Context: an optimization exercise on an open-source flow, tuned for small area and a short achievable clock period. The choices shown serve that exercise and are no tape-out recipe. At most, simulation tests tie the RTL to the original design; equivalence was not proved.

==> run a <==
// swire_decoder
module swire_decoder (
    input  wire        clk,
    input  wire        rst,
    input  wire        sv,
    input  wire        din,
    input  wire        eos,
    input  wire [31:0] cfg_sample_rate,
    input  wire [31:0] cfg_bit_rate,
    input  wire [1:0]  cfg_address_bytes,
    input  wire [31:0] cfg_trig_wait,
    output reg         bits_valid,
    output reg  [1:0]  bits_class,
    output reg         bits_value,
    output wire [31:0] bits_start,
    output wire [31:0] bits_end,
    output reg         bytes_valid,
    output wire [7:0]  bytes_value,
    output reg         bytes_has_cmd,
    output reg         bytes_cmd,
    output reg         bytes_framing_ok,
    output wire [31:0] bytes_start,
    output wire [31:0] bytes_end,
    output reg         master_valid,
    output reg  [2:0]  master_class,
    output reg  [2:0]  master_kind,
    output reg  [23:0] master_data,
    output reg  [31:0] master_start,
    output wire [31:0] master_end,
    output reg         slave_valid,
    output wire [7:0]  slave_value,
    output wire [31:0] slave_start,
    output wire [31:0] slave_end,
    output reg         txn_valid,
    output reg         txn_outcome,
    output wire [2:0]  txn_kind,
    output wire [23:0] txn_addr,
    output wire [1:0]  txn_addr_cnt,
    output wire [7:0]  txn_rw_id,
    output wire        txn_rwid_valid,
    output wire        txn_dir,
    output wire [15:0] txn_data_cnt,
    output wire [31:0] txn_start,
    output wire [31:0] txn_end,
    output wire [3:0]  state,
    output reg         shape,
    output reg         txn_open,
    output wire [3:0]  cnt,
    output wire        done
);
==> flow/config.mk <==
export PLATFORM = sky130hd
export DESIGN_NAME = swire_decoder
export DESIGN_NICKNAME = swire_decoder
export VERILOG_FILES = /design/flow/design.v
export SDC_FILE = /design/flow/constraint.sdc
export NUM_CORES = 4
export LEC_CHECK = 0
export CAP_MARGIN = 20
export CORE_MARGIN = 2
export CORE_UTILIZATION = 40
export SLEW_MARGIN = 20
==> flow/constraint.sdc <==
create_clock -name core_clock -period 18.0 [get_ports {clk}]
set_input_delay 3.6000 -clock core_clock [delete_from_list [all_inputs] [get_ports {clk}]]
set_output_delay 3.6000 -clock core_clock [all_outputs]
set_load 0.01 [all_outputs]
standard.sh (not shown) runs the stock make flow with config.mk's settings and CLKGATE_MAP_FILE= SYNTH_SCRIPT=/design/flow/synth_recipe.tcl, a recipe that flattens the netlist after the stock synthesis.
==> flow/flow/run.sh <==
#!/bin/bash
# The standard layout, with the port buffers made from buf_1 cells instead of
# ORFS's default delay buffers. Everything else is the standard.sh.
set -euo pipefail
cd "$(dirname "$0")/.."
export BUFFER_PORTS_ARGS="-buffer_cell sky130_fd_sc_hd__buf_1"
bash standard.sh > orfs_make.log 2>&1
==> run b (differences from run a) <==
--- a/flow/design.v
+++ b/flow/design.v
@@ -19,15 +19,15 @@
     output reg         bytes_cmd,
     output reg         bytes_framing_ok,
     output wire [31:0] bytes_start,
     output wire [31:0] bytes_end,
     output reg         master_valid,
     output reg  [2:0]  master_class,
     output reg  [2:0]  master_kind,
-    output reg  [23:0] master_data,
+    output wire [23:0] master_data,
     output reg  [31:0] master_start,
     output wire [31:0] master_end,
     output reg         slave_valid,
     output wire [7:0]  slave_value,
     output wire [31:0] slave_start,
     output wire [31:0] slave_end,
     output reg         txn_valid,
@@ -76,23 +76,28 @@
     reg [7:0]  rw_id;
     reg        rwid_valid;
     reg [15:0] data_cnt;
     reg [31:0] txn_start_r;
     reg        done_r;
     reg        pend_valid;
     reg        pend_txn;
+    reg [3:0]  msel;         
+    reg [1:0]  mdat;         
     assign state    = {1'b0, st};
     assign cnt      = bcnt;
     assign done     = done_r;
     assign bits_start     = fall_pos;
     assign bits_end       = lpos;
     assign bytes_value    = sh;
     assign bytes_start    = byte_start;
     assign bytes_end      = lpos;
     assign master_end     = lpos;
+    assign master_data    = ({24{mdat[0]}} & addr) | {16'd0, {8{mdat[1]}} & sh};
+    always @* master_start = ({32{msel[0]}} & byte_start) | ({32{msel[1]}} & aux_start) |
+                             ({32{msel[2]}} & fall_pos)   | ({32{msel[3]}} & lpos);
     assign slave_value    = sh;
     assign slave_start    = byte_start;
     assign slave_end      = lpos;
     assign txn_kind       = master_kind;
     assign txn_addr       = addr;
     assign txn_addr_cnt   = addr_cnt;
     assign txn_rw_id      = rw_id;
@@ -267,55 +272,38 @@
     wire [2:0] st1 = c1 ? s_st : (g1 ? S_RDATA : (mt1 ? S_SEEK_START : st));
     wire [3:0] bc0 = c0 ? s_bcnt : (mt0 ? 4'd0 : bcnt);
     wire [3:0] bc1 = c1 ? s_bcnt : (mt1 ? 4'd0 : bcnt);
     wire [1:0] ph0 = f0 ? IN_LOW : phase;
     wire [1:0] ph1 = (c1 | g1) ? WAIT_FALL : (r1 ? IN_HIGH : phase);
     reg        sm_v, st_v;
     reg  [2:0] sm_c, sm_k;
-    reg [31:0] sm_start;
-    reg [23:0] sm_data;
+    reg  [1:0] sm_sel, sm_dat;
     always @* begin
         if (in_high) begin
             sm_c = s_m_c; sm_k = s_m_k; st_v = s_t_v;
-            case (s_msel)
-                MS_BYTE: sm_start = byte_start;
-                MS_AUX:  sm_start = s_auxb ? byte_start : aux_start;
-                default: sm_start = fall_pos;
-            endcase
-            sm_data = (s_mdat == 2'd1) ? {addr[15:0], sh} :
-                      (s_mdat == 2'd2) ? {16'd0, sh} : 24'd0;
+            sm_sel = s_auxb ? MS_BYTE : s_msel;
+            sm_dat = s_mdat;
         end else if (in_low) begin
             sm_c = M_TRIGGER; sm_k = 3'd0; st_v = 1'b0;
-            sm_start = fall_pend ? lpos : fall_pos;
-            sm_data = 24'd0;
+            sm_sel = MS_FALL; sm_dat = 2'd0;
         end else begin
             sm_c = M_ERROR; sm_k = E_MT; st_v = 1'b1;
-            sm_start = ws_pend ? lpos : aux_start;
-            sm_data = 24'd0;
+            sm_sel = MS_AUX; sm_dat = 2'd0;
         end
     end
     wire sm_v0 = c0 ? s_m_v : mt0;
     wire sm_v1 = c1 ? s_m_v : (g1 | mt1);
     wire st_v0 = c0 ? s_t_v : mt0;
     wire st_v1 = c1 ? s_t_v : mt1;
     wire       e_peos_only = e_peos_v & ~e_m_v;
     wire [2:0] em_c = e_peos_only ? M_ERROR : e_m_c;
     wire [2:0] em_k = e_peos_only ? E_PEOS : e_m_k;
-    reg [31:0] em_start;
-    always @* begin
-        case (e_peos_only ? e_peos_sel : e_msel)
-            MS_BYTE: em_start = e_bsld ? fall_pos : byte_start;
-            MS_AUX:  em_start = e_auxb ? byte_start : aux_start;
-            MS_FALL: em_start = fall_pend ? lpos : fall_pos;
-            default: em_start = pos;
-        endcase
-    end
-    wire [23:0] em_data = e_peos_only ? 24'd0 :
-                          (e_mdat == 2'd1) ? {addr[15:0], sh} :
-                          (e_mdat == 2'd2) ? {16'd0, sh} : 24'd0;
+    wire [1:0] e_sel0 = e_peos_only ? e_peos_sel : e_msel;
+    wire [1:0] em_sel = (e_sel0 == MS_AUX && e_auxb) ? MS_BYTE : e_sel0;
+    wire [1:0] em_dat = e_peos_only ? 2'd0 : e_mdat;
     wire tk_e  = ~done_r & eos;
     wire tk_s  = ~done_r & ~eos & sv;
     wire close = tk_s & (din ? c1 : c0);
     wire fall  = tk_s & ~din & f0;
     wire rise  = tk_s & din & r1;
     wire k_step = tk_e | close;
     wire idle_st = ~done_r & ~st[2] & ~st[1];    
@@ -340,21 +328,21 @@
         bits_value       <= eos ? ce_bitv : cs_bit1;
         bytes_has_cmd    <= eos ? e_hc : s_hc;
         bytes_cmd        <= (eos ? e_hc : s_hc) & cmd;
         bytes_framing_ok <= eos ? ce_bitv : cs_bit1;
         pend_txn         <= e_peos_txn;
         if (pend_valid) begin
             master_class <= M_ERROR; master_kind <= E_PEOS; txn_outcome <= 1'b1;
-            master_start <= lpos; master_data <= 24'd0;
+            msel <= 4'b1000; mdat <= 2'd0;
         end else if (eos) begin
             master_class <= em_c; master_kind <= em_k; txn_outcome <= |em_k;
-            master_start <= em_start; master_data <= em_data;
+            msel <= 4'b0001 << em_sel; mdat <= em_dat;
         end else begin
             master_class <= sm_c; master_kind <= sm_k; txn_outcome <= |sm_k;
-            master_start <= sm_start; master_data <= sm_data;
+            msel <= 4'b0001 << sm_sel; mdat <= sm_dat;
         end
         if (rst) begin
             lpos <= 32'hFFFFFFFF; primed <= 1'b0; prev <= 1'b1; phase <= WAIT_FALL;
             fall_pend <= 1'b0; ws_pend <= 1'b0; st <= S_IDLE; bcnt <= 4'd0; done_r <= 1'b0;
             pend_valid <= 1'b0;
             bits_valid <= 1'b0; bytes_valid <= 1'b0; master_valid <= 1'b0;
             slave_valid <= 1'b0; txn_valid <= 1'b0;
==> flow/flow/run.sh (replaced) <==
#!/bin/bash
# The standard layout (the standard.sh), with two changes to how it is
# made: the port buffers are buf_1 cells instead of ORFS's default delay
# buffers, and ORFS's own repair_timing steps aim for extra setup slack.
set -euo pipefail
cd "$(dirname "$0")/.."
export BUFFER_PORTS_ARGS="-buffer_cell sky130_fd_sc_hd__buf_1"
export SETUP_SLACK_MARGIN=13
bash standard.sh > orfs_make.log 2>&1
- CORE_UTILIZATION: 40 -> 55
==> run c (differences from run a) <==
--- a/flow/design.v
+++ b/flow/design.v
@@ -19,15 +19,15 @@
     output reg         bytes_cmd,
     output reg         bytes_framing_ok,
     output wire [31:0] bytes_start,
     output wire [31:0] bytes_end,
     output reg         master_valid,
     output reg  [2:0]  master_class,
     output reg  [2:0]  master_kind,
-    output reg  [23:0] master_data,
+    output wire [23:0] master_data,
     output reg  [31:0] master_start,
     output wire [31:0] master_end,
     output reg         slave_valid,
     output wire [7:0]  slave_value,
     output wire [31:0] slave_start,
     output wire [31:0] slave_end,
     output reg         txn_valid,
@@ -76,23 +76,34 @@
     reg [7:0]  rw_id;
     reg        rwid_valid;
     reg [15:0] data_cnt;
     reg [31:0] txn_start_r;
     reg        done_r;
     reg        pend_valid;
     reg        pend_txn;
+    reg [1:0]  msel;         
+    reg [1:0]  mdat;         
     assign state    = {1'b0, st};
     assign cnt      = bcnt;
     assign done     = done_r;
     assign bits_start     = fall_pos;
     assign bits_end       = lpos;
     assign bytes_value    = sh;
     assign bytes_start    = byte_start;
     assign bytes_end      = lpos;
     assign master_end     = lpos;
+    assign master_data    = (mdat == 2'd1) ? addr : (mdat == 2'd2) ? {16'd0, sh} : 24'd0;
+    always @* begin
+        case (msel)
+            MS_BYTE: master_start = byte_start;
+            MS_AUX:  master_start = aux_start;
+            MS_FALL: master_start = fall_pos;
+            default: master_start = lpos;
+        endcase
+    end
     assign slave_value    = sh;
     assign slave_start    = byte_start;
     assign slave_end      = lpos;
     assign txn_kind       = master_kind;
     assign txn_addr       = addr;
     assign txn_addr_cnt   = addr_cnt;
     assign txn_rw_id      = rw_id;
@@ -267,55 +278,38 @@
     wire [2:0] st1 = c1 ? s_st : (g1 ? S_RDATA : (mt1 ? S_SEEK_START : st));
     wire [3:0] bc0 = c0 ? s_bcnt : (mt0 ? 4'd0 : bcnt);
     wire [3:0] bc1 = c1 ? s_bcnt : (mt1 ? 4'd0 : bcnt);
     wire [1:0] ph0 = f0 ? IN_LOW : phase;
     wire [1:0] ph1 = (c1 | g1) ? WAIT_FALL : (r1 ? IN_HIGH : phase);
     reg        sm_v, st_v;
     reg  [2:0] sm_c, sm_k;
-    reg [31:0] sm_start;
-    reg [23:0] sm_data;
+    reg  [1:0] sm_sel, sm_dat;
     always @* begin
         if (in_high) begin
             sm_c = s_m_c; sm_k = s_m_k; st_v = s_t_v;
-            case (s_msel)
-                MS_BYTE: sm_start = byte_start;
-                MS_AUX:  sm_start = s_auxb ? byte_start : aux_start;
-                default: sm_start = fall_pos;
-            endcase
-            sm_data = (s_mdat == 2'd1) ? {addr[15:0], sh} :
-                      (s_mdat == 2'd2) ? {16'd0, sh} : 24'd0;
+            sm_sel = s_auxb ? MS_BYTE : s_msel;
+            sm_dat = s_mdat;
         end else if (in_low) begin
             sm_c = M_TRIGGER; sm_k = 3'd0; st_v = 1'b0;
-            sm_start = fall_pend ? lpos : fall_pos;
-            sm_data = 24'd0;
+            sm_sel = MS_FALL; sm_dat = 2'd0;
         end else begin
             sm_c = M_ERROR; sm_k = E_MT; st_v = 1'b1;
-            sm_start = ws_pend ? lpos : aux_start;
-            sm_data = 24'd0;
+            sm_sel = MS_AUX; sm_dat = 2'd0;
         end
     end
     wire sm_v0 = c0 ? s_m_v : mt0;
     wire sm_v1 = c1 ? s_m_v : (g1 | mt1);
     wire st_v0 = c0 ? s_t_v : mt0;
     wire st_v1 = c1 ? s_t_v : mt1;
     wire       e_peos_only = e_peos_v & ~e_m_v;
     wire [2:0] em_c = e_peos_only ? M_ERROR : e_m_c;
     wire [2:0] em_k = e_peos_only ? E_PEOS : e_m_k;
-    reg [31:0] em_start;
-    always @* begin
-        case (e_peos_only ? e_peos_sel : e_msel)
-            MS_BYTE: em_start = e_bsld ? fall_pos : byte_start;
-            MS_AUX:  em_start = e_auxb ? byte_start : aux_start;
-            MS_FALL: em_start = fall_pend ? lpos : fall_pos;
-            default: em_start = pos;
-        endcase
-    end
-    wire [23:0] em_data = e_peos_only ? 24'd0 :
-                          (e_mdat == 2'd1) ? {addr[15:0], sh} :
-                          (e_mdat == 2'd2) ? {16'd0, sh} : 24'd0;
+    wire [1:0] e_sel0 = e_peos_only ? e_peos_sel : e_msel;
+    wire [1:0] em_sel = (e_sel0 == MS_AUX && e_auxb) ? MS_BYTE : e_sel0;
+    wire [1:0] em_dat = e_peos_only ? 2'd0 : e_mdat;
     wire tk_e  = ~done_r & eos;
     wire tk_s  = ~done_r & ~eos & sv;
     wire close = tk_s & (din ? c1 : c0);
     wire fall  = tk_s & ~din & f0;
     wire rise  = tk_s & din & r1;
     wire k_step = tk_e | close;
     wire idle_st = ~done_r & ~st[2] & ~st[1];    
@@ -340,21 +334,21 @@
         bits_value       <= eos ? ce_bitv : cs_bit1;
         bytes_has_cmd    <= eos ? e_hc : s_hc;
         bytes_cmd        <= (eos ? e_hc : s_hc) & cmd;
         bytes_framing_ok <= eos ? ce_bitv : cs_bit1;
         pend_txn         <= e_peos_txn;
         if (pend_valid) begin
             master_class <= M_ERROR; master_kind <= E_PEOS; txn_outcome <= 1'b1;
-            master_start <= lpos; master_data <= 24'd0;
+            msel <= MS_POS; mdat <= 2'd0;
         end else if (eos) begin
             master_class <= em_c; master_kind <= em_k; txn_outcome <= |em_k;
-            master_start <= em_start; master_data <= em_data;
+            msel <= em_sel; mdat <= em_dat;
         end else begin
             master_class <= sm_c; master_kind <= sm_k; txn_outcome <= |sm_k;
-            master_start <= sm_start; master_data <= sm_data;
+            msel <= sm_sel; mdat <= sm_dat;
         end
         if (rst) begin
             lpos <= 32'hFFFFFFFF; primed <= 1'b0; prev <= 1'b1; phase <= WAIT_FALL;
             fall_pend <= 1'b0; ws_pend <= 1'b0; st <= S_IDLE; bcnt <= 4'd0; done_r <= 1'b0;
             pend_valid <= 1'b0;
             bits_valid <= 1'b0; bytes_valid <= 1'b0; master_valid <= 1'b0;
             slave_valid <= 1'b0; txn_valid <= 1'b0;
==> flow/run.sh (new file) <==
#!/bin/bash
# synth_recipe.tcl (not shown) runs the flow's synth.tcl, then flattens the netlist and writes it again
# the make line also repeats each setting of config.mk as NAME=value (left out here)
make -C /OpenROAD-flow-scripts/flow DESIGN_CONFIG=/design/flow/config.mk WORK_HOME=/design/flow/orfs CLKGATE_MAP_FILE= SYNTH_SCRIPT=/design/flow/synth_recipe.tcl finish
removed: flow/flow/run.sh
removed: flow/standard.sh
==> notes <==
In run c the die area is lower than in run a, by about 13%.
Fmax: run b is higher than run c (20%).
Final cell count: run b is smaller than run c (about 2.3%).
Worst setup slack: run c is lower than run a (0.14 ns).
Against run b, the register-to-register slack of run a is worse by 0.91 ns.
Routed wire length, highest first: run a, run c, run b.
Hold slack: run b > run c > run a.
Between run c and run b, the lower sequential cell count is in run c (gap 2).
The RTL of run a was laid out without a check of its function.

re-timing with driven ports:
In the flow no input, the clock included, has a driving cell. The finished layouts below were timed again as built, in two steps.
Step 1 assumes that a clkbuf_16 drives the clock port and a buf_2 every other input.
Step 2 adds t to the input delays and takes it off the output delays; t is the mean of the earliest and latest rising clock arrival at the registers after step 1. Input paths then give back, and output paths get back, about the clock's delay inside the block.
Three values: ideal ports, drivers, drivers and shift; two values: the first two.
run	shift t [ns]	setup slack, ns	clock arrival spread, ns	worst register clock-pin slew, ns
run a	0.696	11.740 / 11.740 / 11.441	0.057 / 0.057	0.07 / 0.07
run b	0.659	12.653 / 12.653 / 12.289	0.024 / 0.023	0.06 / 0.06
run c	0.663	11.597 / 11.594 / 10.930	0.021 / 0.021	0.07 / 0.07
After both steps setup and hold are still met in every run listed. The setup slack of run c, which loses most, moves by -0.003 ns with the drivers and by -0.667 ns with both steps.
